Background: an optimization exercise with open tools, aiming at small area. Do not read the settings as production practice. In this exercise RTL edits were held to simulation tests only and were not proved equivalent to the original. Power and IR drop assume default switching activity.

==> flow/design.v <==
module pfse_frdec (
    input  wire        clk,
    input  wire        rst,
    input  wire        in_valid,
    input  wire [7:0]  in_data,
    input  wire        in_last,
    output wire        out_valid,
    output wire [1:0]  out_demux,       
    output wire [11:0] out_status,      
    output wire [6:0]  out_rel_id,
    output wire        out_agg,
    output wire [31:0] out_entry_id,
    output wire [31:0] out_attr2,
    output wire [31:0] out_attr3,
    output wire [31:0] out_udp_ports,   
    output wire [31:0] out_udp_lencs,   
    output wire [15:0] out_pay_off,
    output wire [15:0] out_pay_len,
    output wire [47:0] out_dmac,
    output wire [47:0] out_smac,
    output wire [31:0] out_src_ip,
    output wire [31:0] out_dst_ip,
    output wire [3:0]  out_ihl,
    output wire [7:0]  out_proto,
    output wire [15:0] out_totlen
);
    function [8:0] add8;                    
        input [7:0] a;
        input [7:0] b;
        input       c;
        integer i;
        reg cc;
        begin
            cc = c;
            for (i = 0; i < 8; i = i + 1) begin
                add8[i] = a[i] ^ b[i] ^ cc;
                cc = (a[i] & b[i]) | (cc & (a[i] ^ b[i]));
            end
            add8[8] = cc;
        end
    endfunction
    function [15:0] add16;                  
        input [15:0] a;
        input [15:0] b;
        integer i;
        reg cc;
        begin
            cc = 1'b0;
            for (i = 0; i < 16; i = i + 1) begin
                add16[i] = a[i] ^ b[i] ^ cc;
                cc = (a[i] & b[i]) | (cc & (a[i] ^ b[i]));
            end
        end
    endfunction
    function [15:0] inc16;                  
        input [15:0] a;
        integer i;
        reg cc;
        begin
            cc = 1'b1;
            for (i = 0; i < 16; i = i + 1) begin
                inc16[i] = a[i] ^ cc;
                cc = cc & a[i];
            end
        end
    endfunction
    function [7:0] sub8;                    
        input [6:0] a;
        input [6:0] b;
        integer i;
        reg bb;
        begin
            bb = 1'b0;
            for (i = 0; i < 7; i = i + 1) begin
                sub8[i] = a[i] ^ b[i] ^ bb;
                bb = (~a[i] & b[i]) | (bb & ~(a[i] ^ b[i]));
            end
            sub8[7] = bb;
        end
    endfunction
    function [15:0] dec16;                  
        input [15:0] a;
        integer i;
        reg bb;
        begin
            bb = 1'b1;
            for (i = 0; i < 16; i = i + 1) begin
                dec16[i] = a[i] ^ bb;
                bb = bb & ~a[i];
            end
        end
    endfunction
    function [12:0] inc13;                  
        input [12:0] a;
        integer i;
        reg cc;
        begin
            cc = 1'b1;
            for (i = 0; i < 13; i = i + 1) begin
                inc13[i] = a[i] ^ cc;
                cc = cc & a[i];
            end
        end
    endfunction
    function ltc7;                          
        input [6:0] a;
        input [6:0] b;
        integer i;
        reg lt;
        begin
            lt = 1'b0;
            for (i = 0; i < 7; i = i + 1)
                lt = b[i] ? (~a[i] | lt) : (~a[i] & lt);
            ltc7 = lt;
        end
    endfunction
    function [12:0] dec13;                  
        input [12:0] a;
        integer i;
        reg bb;
        begin
            bb = 1'b1;
            for (i = 0; i < 13; i = i + 1) begin
                dec13[i] = a[i] ^ bb;
                bb = bb & ~a[i];
            end
        end
    endfunction
    reg        fin;        
    reg [6:0]  cnt;        
    reg [6:0]  cnt_inc;
    integer    j;
    reg        cc;
    always @(*) begin
        cc = ~&cnt;
        for (j = 0; j < 7; j = j + 1) begin
            cnt_inc[j] = cnt[j] ^ cc;
            cc = cc & cnt[j];
        end
    end
    reg [3:0]  ihl;
    reg        eo;         
    reg        ipk;        
    reg        cls_rel, cls_udp;
    wire [8:0] ihl3s = add8({4'd0, ihl}, 8'd3, 1'b0);
    wire [4:0] ihl3 = ihl3s[4:0];
    wire [6:0] off = {ihl3, 2'b10};         
    wire [7:0] rd  = sub8(cnt, off);
    wire       inr = ~rd[7];           
    wire [6:0] r   = rd[6:0];          
    integer k;
    always @(posedge clk) begin
        if (rst) begin
            fin <= 1'b0;
            cnt <= 7'd0;
        end else begin
            fin <= in_valid & in_last;
            if (in_valid)
                cnt <= in_last ? 7'd0 : cnt_inc;
        end
    end
    reg [95:0] mac;        
    reg [63:0] ip;         
    reg [15:0] tot;        
    reg [7:0]  rh;         
    reg [95:0] ner;        
    reg [47:0] nu;         
    reg        f1eq, f1ge, fb, hm, ipok;
    reg [15:0] K;
    wire       act = (|K[15:3]) | (K[2] & K[1]);    
    wire       ge8 = |K[15:3];
    wire [15:0] Kn = (cnt == 7'd17) ? {tot[15:8], in_data} :
                     (act && cnt != 7'd18) ? dec16(K) : K;
    wire       act_n = (|Kn[15:3]) | (Kn[2] & Kn[1]);
    wire       eqlo = hm && (in_data == K[7:0]);
    reg [15:0] a1;  reg c1;
    reg [15:0] a2;  reg c2;
    wire ext_a = cls_rel;
    wire [8:0] ycs  = add8({2'b11, ~ihl, ext_a, ext_a}, {3'b000, 1'b1, 1'b0, ~ext_a, 2'b00}, 1'b0);
    wire [7:0] ycon = ycs[7:0];
    wire seg1 = inr && (cls_rel ? (r != 7'd0) : 1'b1) && act;
    wire hdr1 = (cnt == 7'd14) || (!ltc7(cnt, 7'd15) && !inr);
    wire [7:0] b1 = (seg1 || hdr1) ? in_data : 8'd0;
    wire cp1  = (cnt == 7'd14) || (inr && r == {6'd0, cls_rel});
    wire [15:0] a1s = cp1 ? a2 : a1;
    wire        c1s = cp1 ? c2 : c1;
    wire [8:0]  s1 = add8(a1s[15:8], b1, c1s);
    wire [7:0] b2 = (cnt == 7'd16 || cnt == 7'd17 ||
                     (!ltc7(cnt, 7'd26) && ltc7(cnt, 7'd34)) ||
                     (inr && !ltc7(r, 7'd13) && act)) ? in_data :
                    (cnt == 7'd24 || (inr && r == 7'd1)) ? 8'hFF :
                    (cnt == 7'd25) ? ycon :
                    (inr && r == 7'd2) ? 8'hF3 :
                    (cnt == 7'd0 || cnt == 7'd1) ? ~a2[15:8] : 8'h00;
    wire        skip2 = cls_rel && inr && r == 7'd0;
    wire [15:0] a2s = a2;
    wire        c2s = (cnt == 7'd0 || cnt == 7'd1) ? 1'b0 : c2;
    wire [8:0]  s2 = add8(a2s[15:8], b2, c2s);
    function chk;
        input [15:0] a;
        input        c;
        begin
            chk = (a[7:0] == 8'hFF) && (a[15:9] == 7'h7F) && (a[8] ^ c);
        end
    endfunction
    wire cls_rel_n = (cnt == 7'd0)  ? 1'b0 :
                     (cnt == 7'd23) ? eo & (in_data == 8'd250) : cls_rel;
    wire cls_udp_n = (cnt == 7'd0)  ? 1'b0 :
                     (cnt == 7'd23) ? eo & (in_data == 8'd17) : cls_udp;
    wire ipk_n = (cnt == 7'd14) ? (in_data[7:4] == 4'd4) &&
                                  (in_data[3] | (in_data[2] & (in_data[1] | in_data[0]))) :
                 (cnt == 7'd20) ? ipk & (in_data[5:0] == 6'd0) :
                 (cnt == 7'd21) ? ipk & (in_data == 8'd0) : ipk;
    wire f1sel = inr && r == (cls_rel ? 7'd6 : 7'd5);
    wire f1eq_n = (cnt == 7'd0) ? 1'b0 : f1sel ? eqlo : f1eq;
    wire f1ge_n = (cnt == 7'd0) ? 1'b0 : f1sel ? ge8  : f1ge;
    wire fb_n   = (cnt == 7'd0) ? 1'b0 : (inr && r == 7'd18) ? eqlo & ge8 : fb;
    wire good_n = (cls_rel_n | cls_udp_n) & ipk_n & ~act_n &
                  (cls_rel_n ? ((f1eq_n & f1ge_n) | fb_n) : f1ge_n);
    wire       clr  = in_last & ~good_n;
    wire       clrh = in_last & ~(good_n & cls_rel_n);
    wire [7:0] dcap = in_data & {8{~clr}};
    always @(posedge clk) begin
        if (in_valid) begin
            for (k = 0; k < 12; k = k + 1)
                if (cnt == k || clr)
                    mac[95-8*k -: 8] <= dcap;
            for (k = 0; k < 8; k = k + 1)
                if (cnt == 26 + k || clr)
                    ip[63-8*k -: 8] <= dcap;
            if (cnt == 7'd16 || clr) tot[15:8] <= dcap;
            if (cnt == 7'd17 || clr) tot[7:0]  <= dcap;
            if (cnt == 7'd14) ihl <= in_data[3:0];
            if (cnt == 7'd12) eo <= (in_data == 8'h08);
            if (cnt == 7'd13) eo <= eo & (in_data == 8'h00);
            ipk     <= ipk_n;
            cls_rel <= cls_rel_n;
            cls_udp <= cls_udp_n;
            K  <= Kn;
            hm <= (in_data == Kn[15:8]);
            f1eq <= f1eq_n;
            f1ge <= f1ge_n;
            fb   <= fb_n;
            if ((inr && r == 7'd0) || clrh)
                rh <= in_data & {8{~clrh}};
            if (inr && r == 7'd0)
                ipok <= chk(a1, c1);
            for (k = 0; k < 12; k = k + 1)
                if (inr && (cls_rel ? r == k + 1 : r == k))
                    ner[95-8*k -: 8] <= ~in_data;
            if (inr && ((!ltc7(r, 7'd13) && ltc7(r, 7'd17)) || r == 7'd19 || r == 7'd20))
                nu <= {nu[39:0], ~in_data};
            a1 <= {a1s[7:0], s1[7:0]};
            c1 <= s1[8];
            if (!skip2) begin
                a2 <= {a2s[7:0], s2[7:0]};
                c2 <= s2[8];
            end
        end
    end
    wire cls_any = cls_rel | cls_udp;
    wire va      = f1eq & f1ge;
    wire good    = cls_any & ipk & ~act & (cls_rel ? (va | fb) : f1ge);
    wire entry   = cls_rel & fb;
    wire ambig   = entry & va;
    wire lenok   = cls_rel | f1eq;
    wire [15:0] ck    = entry ? ~nu[15:0] : ~ner[47:32];
    wire        sumok = entry ? chk(a2, c2) : chk(a1, c1);
    wire        udpok = lenok & ((ck == 16'd0) | sumok);
    wire [8:0]  ms    = add8({4'd0, ihl}, {6'd0, entry, entry}, 1'b0);
    wire [4:0]  m     = ms[4:0];
    wire [15:0] nul   = add16(~tot, {9'd0, m, 1'b0, cls_rel});
    wire [15:0] ulen  = ~nul;
    wire [15:0] plen  = ~{inc13(nul[15:3]), nul[2:0]};
    wire [8:0]  m5s   = add8({3'd0, m}, 8'd5, 1'b0);
    wire [6:0]  poff  = {m5s[4:0], 1'b1, cls_rel};
    wire ge  = good & entry;
    wire gn  = good & ~entry;
    wire [31:0] ports = ~((~{32{ge}} | nu[47:16]) & (~{32{gn}} | ner[95:64]));
    wire [15:0] ckf   = ~((~{16{ge}} | nu[15:0])  & (~{16{gn}} | ner[47:32]));
    wire [15:0] ulf   = ({16{ge}} & ulen) | ({16{gn}} & ~ner[63:48]);
    assign out_valid     = fin & ~rst;
    assign out_demux     = {~cls_rel, ~cls_udp};
    assign out_status    = good ? {lenok, udpok, ipok, ambig, 1'b1, entry,
                                   ~cls_rel, cls_rel, 4'd0} :
                           (cls_any ? 12'h083 : 12'h0B0);
    assign out_rel_id    = rh[7:1];
    assign out_agg       = rh[0];
    assign out_entry_id  = {32{ge}} & ~ner[95:64];
    assign out_attr2     = {32{ge}} & ~ner[63:32];
    assign out_attr3     = {32{ge}} & ~ner[31:0];
    assign out_udp_ports = ports;
    assign out_udp_lencs = {ulf, ckf};
    assign out_pay_off   = {9'd0, {7{good}} & poff};
    assign out_pay_len   = {16{good}} & plen;
    assign out_dmac      = mac[95:48];
    assign out_smac      = mac[47:0];
    assign out_src_ip    = ip[63:32];
    assign out_dst_ip    = ip[31:0];
    assign out_ihl       = {4{good}} & ihl;
    assign out_proto     = good ? (cls_rel ? 8'd250 : 8'd17) : 8'd0;
    assign out_totlen    = tot;
endmodule
==> flow/config.mk <==
export PLATFORM = sky130hd
export DESIGN_NAME = pfse_frdec
export DESIGN_NICKNAME = pfse_frdec
export VERILOG_FILES = /design/flow/design.v
export SDC_FILE = /design/flow/constraint.sdc
export NUM_CORES = 4
export LEC_CHECK = 0
export ABC_AREA = 0
export CAP_MARGIN = 0
export CORE_MARGIN = 2
export CORE_UTILIZATION = 70
export SLEW_MARGIN = 0
==> flow/constraint.sdc <==
create_clock -name core_clock -period 20.0 [get_ports {clk}]
set_input_delay 4.0000 -clock core_clock [delete_from_list [all_inputs] [get_ports {clk}]]
set_output_delay 4.0000 -clock core_clock [all_outputs]
set_load 0.01 [all_outputs]
standard.sh (not shown) runs the stock make flow with config.mk's settings and CLKGATE_MAP_FILE= SYNTH_SCRIPT=/design/flow/synth_recipe.tcl, a recipe that flattens the netlist after the stock synthesis.
==> flow/flow/run.sh <==
#!/bin/bash
# Standard layout (standard.sh), with the port buffers made from the smallest
# buffer cell and a smaller clock tree: clkbuf leaves over clusters of nearby
# flip-flops, no dummy loads.
set -euo pipefail
export BUFFER_PORTS_ARGS="-buffer_cell sky130_fd_sc_hd__buf_1"
export CTS_ARGS="-sink_clustering_enable -repair_clock_nets -dont_use_dummy_load -buf_list sky130_fd_sc_hd__clkbuf_4 -sink_clustering_size 10 -sink_clustering_max_diameter 35"
bash standard.sh > standard.log 2>&1
Rerun with:
--- a/flow/design.v
+++ b/flow/design.v
@@ -161,11 +161,12 @@
     end
     reg [95:0] mac;        
     reg [63:0] ip;         
     reg [15:0] tot;        
     reg [7:0]  rh;         
-    reg [95:0] ner;        
+    reg [95:32] ner;       
+    reg [31:0] at3;        
     reg [47:0] nu;         
     reg        f1eq, f1ge, fb, hm, ipok;
     reg [15:0] K;
     wire       act = (|K[15:3]) | (K[2] & K[1]);    
     wire       ge8 = |K[15:3];
@@ -217,10 +218,12 @@
     wire fb_n   = (cnt == 7'd0) ? 1'b0 : (inr && r == 7'd18) ? eqlo & ge8 : fb;
     wire good_n = (cls_rel_n | cls_udp_n) & ipk_n & ~act_n &
                   (cls_rel_n ? ((f1eq_n & f1ge_n) | fb_n) : f1ge_n);
     wire       clr  = in_last & ~good_n;
     wire       clrh = in_last & ~(good_n & cls_rel_n);
+    wire       clre = in_last & ~(good_n & cls_rel_n & fb_n);    
+    wire [7:0] dcae = in_data & {8{~clre}};
     wire [7:0] dcap = in_data & {8{~clr}};
     always @(posedge clk) begin
         if (in_valid) begin
             for (k = 0; k < 12; k = k + 1)
                 if (cnt == k || clr)
@@ -243,13 +246,16 @@
             fb   <= fb_n;
             if ((inr && r == 7'd0) || clrh)
                 rh <= in_data & {8{~clrh}};
             if (inr && r == 7'd0)
                 ipok <= chk(a1, c1);
-            for (k = 0; k < 12; k = k + 1)
+            for (k = 0; k < 8; k = k + 1)
                 if (inr && (cls_rel ? r == k + 1 : r == k))
                     ner[95-8*k -: 8] <= ~in_data;
+            for (k = 8; k < 12; k = k + 1)
+                if ((inr && (cls_rel ? r == k + 1 : r == k)) || clre)
+                    at3[95-8*k -: 8] <= dcae;
             if (inr && ((!ltc7(r, 7'd13) && ltc7(r, 7'd17)) || r == 7'd19 || r == 7'd20))
                 nu <= {nu[39:0], ~in_data};
             a1 <= {a1s[7:0], s1[7:0]};
             c1 <= s1[8];
             if (!skip2) begin
@@ -286,11 +292,11 @@
                            (cls_any ? 12'h083 : 12'h0B0);
     assign out_rel_id    = rh[7:1];
     assign out_agg       = rh[0];
     assign out_entry_id  = {32{ge}} & ~ner[95:64];
     assign out_attr2     = {32{ge}} & ~ner[63:32];
-    assign out_attr3     = {32{ge}} & ~ner[31:0];
+    assign out_attr3     = at3[31:0];
     assign out_udp_ports = ports;
     assign out_udp_lencs = {ulf, ckf};
     assign out_pay_off   = {9'd0, {7{good}} & poff};
     assign out_pay_len   = {16{good}} & plen;
     assign out_dmac      = mac[95:48];
Outcome: The changed run finished with timing, DRC and antenna clean; worst hold slack improved by 15 ps; total power is about the same; wire length drops by 2.0%; final cell count drops by 1.7%; design area drops by 0.84%; via count drops by 1.8%; maximum frequency climbs by 4.6%; global-route usage drops by 0.31 points; sequential share of layout area climbs by 0.52 points; die area is about the same; utilization drops by 0.68 points; non-clock buffer count drops by 10.

[separate check: timing with driven ports]
The results above use ideal ports. As a check the final layouts listed here were re-extracted and re-timed, cells and wires unchanged. Step 1 sets driving cells, clkbuf_16 on the clock port and buf_2 on the other inputs (assumed; they add their load-dependent delay and slew). Step 2 adds t to the input delays and takes it off the output delays; t is the mean of the earliest and latest rising clock arrival at the registers after step 1. Input paths then give back, and output paths get back, about the clock's delay inside the block. Three values: ideal, step 1, step 2; two values: the first two.
| run | t, ns | setup slack, ns | slew at the worst register clock pin (ns) | worst data-port slew with drivers (ns) |
|---|---|---|---|---|
| the first run | 0.735 | 8.084 / 8.036 / 8.771 | 0.11 / 0.11 | 0.07 |
| the second run | 0.706 | 8.611 / 8.567 / 9.272 | 0.11 / 0.11 | 0.07 |
After both steps setup and hold are still met in every run listed.
